Background: an optimization exercise with open tools, aiming at small area. Do not read the settings as production practice.
Function was checked by simulation only, so behaviour that the tests miss may differ from the original.
Power and IR drop assume default switching activity.

// inv16_core
module inv16_core (
    input  wire         clk,
    input  wire         rst,           
    input  wire         start,
    input  wire [15:0]  nsteps,
    output wire         busy,
    input  wire         hw_we,
    input  wire [4:0]   hw_sel,
    input  wire [15:0]  hw_data,
    output wire [255:0] regs,
    output wire [15:0]  pc_o,
    output wire         dir_o,
    output wire [1:0]   err_o,
    output wire         halted_o,
    output wire         brk_o,
    output wire         mem_req,
    output wire         mem_we,
    output wire [15:0]  mem_addr,
    output wire [15:0]  mem_wdata,
    input  wire         mem_ack,
    input  wire [15:0]  mem_rdata
);
    reg [15:0] x [0:15];
    reg [15:0] pc, steps, ir, P, Q;
    reg        dir, halted, brk_hit, m, ph;
    reg [1:0]  err;
    reg [3:0]  st, cnt;
    genvar gi;
    wire [255:0] xflat;
    generate
        for (gi = 0; gi < 16; gi = gi + 1) begin : g_regs
            assign xflat[16*gi +: 16] = x[gi];
        end
    endgenerate
    assign regs      = xflat;
    assign busy      = (st != 4'd0);
    assign pc_o      = pc;
    assign dir_o     = dir;
    assign err_o     = err;
    assign halted_o  = halted;
  ...
Settings: LEC_CHECK=0, CAP_MARGIN=20, CORE_MARGIN=2, CORE_UTILIZATION=60, SLEW_MARGIN=20, SYNTH_HIERARCHICAL=1, SYNTH_MINIMUM_KEEP_SIZE=0; clock period 11.0 ns.
standard.sh (not shown) runs the stock make flow with config.mk's settings and CLKGATE_MAP_FILE= SYNTH_SCRIPT=/design/flow/synth_recipe.tcl, a recipe that flattens the netlist after the stock synthesis.
==> flow/flow/run.sh <==
#!/bin/bash
# Layout: the standard flow (standard.sh) unchanged, except that the
# buffer put on every input and output port is the platform's smallest
# buffer cell instead of the one buffer_ports picks by default, and that
# clock tree synthesis adds no dummy loads.
set -euo pipefail
export BUFFER_PORTS_ARGS="-buffer_cell sky130_fd_sc_hd__buf_1"
export CTS_ARGS="-sink_clustering_enable -repair_clock_nets -dont_use_dummy_load -sink_clustering_size 25 -sink_clustering_max_diameter 80"
bash standard.sh > standard.log 2>&1
The first run produced a clean layout.
Next try:
- CORE_UTILIZATION: 60 -> 40
Cell count went up by a little under a tenth. Sequential power is about the same. Maximum frequency went up by a few percent. Routed wire length went up by about a fifth. Critical path depth went up by 4. Power went up by a few percent. Die area went up by well over a third. Register-to-register slack improved by 380 ps. Cell area went up slightly.
Next try:
--- a/flow/flow/run.sh
+++ b/flow/flow/run.sh
@@ -7,3 +7,3 @@
 export BUFFER_PORTS_ARGS="-buffer_cell sky130_fd_sc_hd__buf_1"
-export CTS_ARGS="-sink_clustering_enable -repair_clock_nets -dont_use_dummy_load -sink_clustering_size 25 -sink_clustering_max_diameter 80"
+export CTS_ARGS="-sink_clustering_enable -repair_clock_nets -dont_use_dummy_load"
 bash standard.sh > standard.log 2>&1
- SYNTH_HIERARCHICAL: 1 -> default
- SYNTH_MINIMUM_KEEP_SIZE: 0 -> default
Sequential power went down by about 2%.
Final area increases by 4.6%.
Clock skew goes down by 43 ps.
Core utilization is higher by 1.8 points.
Clock-buffer cell count grows by 16.
Via count is higher by 7.0%.
Sequential share of layout area went down by 2.2 points.
Critical path depth goes down by 4.
Next try:
==> flow/flow/run.sh (replaced) <==
#!/bin/bash
# Layout: the standard flow (standard.sh) unchanged, except that the
# buffer put on every input and output port is the platform's smallest
# buffer cell instead of the one buffer_ports picks by default.
set -euo pipefail
export BUFFER_PORTS_ARGS="-buffer_cell sky130_fd_sc_hd__buf_1"
bash standard.sh > standard.log 2>&1
What happened: The new run passed the timing, design-rule and antenna checks. Design area grows by 0.82%. Setup slack barely changes. Area after synthesis does not change. Via count rose by 0.65%. Clock power came out higher by about 10%.


Starting RTL as in the previous note.
==> flow/config.mk <==
export PLATFORM = sky130hd
export DESIGN_NAME = inv16_core
export DESIGN_NICKNAME = inv16_core
export VERILOG_FILES = /design/flow/design.v
export SDC_FILE = /design/flow/constraint.sdc
export NUM_CORES = 4
export LEC_CHECK = 0
export CAP_MARGIN = 20
export CORE_MARGIN = 2
export CORE_UTILIZATION = 40
export SLEW_MARGIN = 20
export SYNTH_HIERARCHICAL = 1
export SYNTH_MINIMUM_KEEP_SIZE = 0
==> flow/constraint.sdc <==
create_clock -name core_clock -period 11.0 [get_ports {clk}]
set_input_delay 2.2000 -clock core_clock [delete_from_list [all_inputs] [get_ports {clk}]]
set_output_delay 2.2000 -clock core_clock [all_outputs]
set_load 0.01 [all_outputs]
==> flow/flow/run.sh <==
#!/bin/bash
# Layout: the standard flow (standard.sh) unchanged, except that the
# buffer put on every input and output port is the platform's smallest
# buffer cell instead of the one buffer_ports picks by default, and that
# clock tree synthesis adds no dummy loads.
set -euo pipefail
export BUFFER_PORTS_ARGS="-buffer_cell sky130_fd_sc_hd__buf_1"
export CTS_ARGS="-sink_clustering_enable -repair_clock_nets -dont_use_dummy_load -sink_clustering_size 16 -sink_clustering_max_diameter 60 -buf_list sky130_fd_sc_hd__clkbuf_8"
bash standard.sh > standard.log 2>&1
The first run finished with timing, DRC and antenna clean.
Rerun with:
- CORE_UTILIZATION: 40 -> 60
After rerunning: Die area goes down by a quarter to a third; cell count decreases by a little under a tenth; sequential share of layout area rises by 0.70 points; critical path depth falls by 1; design area goes down slightly; setup slack degrades by 0.29 ns; count of clock-buffer cells in the layout is lower by 1.
Rerun with:
==> flow/flow/run.sh (replaced) <==
#!/bin/bash
# Layout: the standard flow (standard.sh) unchanged, except that the
# buffer put on every input and output port is the platform's smallest
# buffer cell instead of the one buffer_ports picks by default.
set -euo pipefail
export BUFFER_PORTS_ARGS="-buffer_cell sky130_fd_sc_hd__buf_1"
bash standard.sh > standard.log 2>&1
- CORE_UTILIZATION: 60 -> 40
- GPL_TIMING_DRIVEN: not set -> 0
- SYNTH_HIERARCHICAL: 1 -> not set
- SYNTH_MINIMUM_KEEP_SIZE: 0 -> not set
Effect: The changed run passed the timing, design-rule and antenna checks; cell count rises by about 16%; routed wire length rises by 21%; via count rises by 7.0%; global-route usage falls by 8.3 points; design area rises by 9.8%.
Rerun with:
==> flow/flow/run.sh (replaced) <==
#!/bin/bash
# Layout: the standard flow (standard.sh) unchanged, except that the
# buffer put on every input and output port is the platform's smallest
# buffer cell instead of the one buffer_ports picks by default, and that
# clock tree synthesis adds no dummy loads.
set -euo pipefail
export BUFFER_PORTS_ARGS="-buffer_cell sky130_fd_sc_hd__buf_1"
export CTS_ARGS="-sink_clustering_enable -repair_clock_nets -dont_use_dummy_load -sink_clustering_size 20 -sink_clustering_max_diameter 70 -buf_list sky130_fd_sc_hd__clkbuf_8"
bash standard.sh > standard.log 2>&1
- CORE_UTILIZATION: 40 -> 60
- GPL_TIMING_DRIVEN: 0 -> not set
- SYNTH_HIERARCHICAL: not set -> 1
- SYNTH_MINIMUM_KEEP_SIZE: not set -> 0
The changed run produced a clean layout.
Routed wire length came out lower by about a fifth.
Total power came out lower by about a fifth.
Final area came out lower by roughly a tenth.
Area after synthesis came out lower slightly.

-- afterwards: timing with drivers on the ports --
Ports are ideal in the flow. The routed layouts listed here were re-timed in OpenROAD.
Step 1 (the two cells are an assumption about what drives the block):
set clk [get_ports {clk}]
set_driving_cell -lib_cell sky130_fd_sc_hd__clkbuf_16 $clk
set_driving_cell -lib_cell sky130_fd_sc_hd__buf_2 [delete_from_list [all_inputs] $clk]
Step 2 also shifts input and output timing later by t, the mid clock arrival at the registers, as if the neighbouring blocks saw the same clock.
Three values: no drivers, after step 1, after step 2; two values: the first two.
run	t, ns	setup WS [ns]	clock arrival spread, ns	worst slew at a driven data input, ns	pins driven straight from the clock port
the first run of note 1	0.561	0.730 / 0.730 / 0.730	0.110 / 0.111	0.04	1
the second run of note 1	0.609	1.112 / 1.112 / 1.112	0.091 / 0.091	0.09	1
the third run of note 1	0.594	0.827 / 0.827 / 0.827	0.049 / 0.048	0.05	1
the fourth run of note 1	0.617	0.825 / 0.825 / 0.825	0.031 / 0.031	0.05	1
the first run of note 2	0.699	1.111 / 1.111 / 1.111	0.112 / 0.112	0.09	1
the second run of note 2	0.648	0.818 / 0.818 / 0.818	0.108 / 0.108	0.04	1
the third run of note 2	0.621	0.404 / 0.404 / 0.404	0.040 / 0.039	0.05	1
the fourth run of note 2	0.635	0.734 / 0.734 / 0.734	0.083 / 0.083	0.04	1
After both steps every run listed still meets setup and hold.
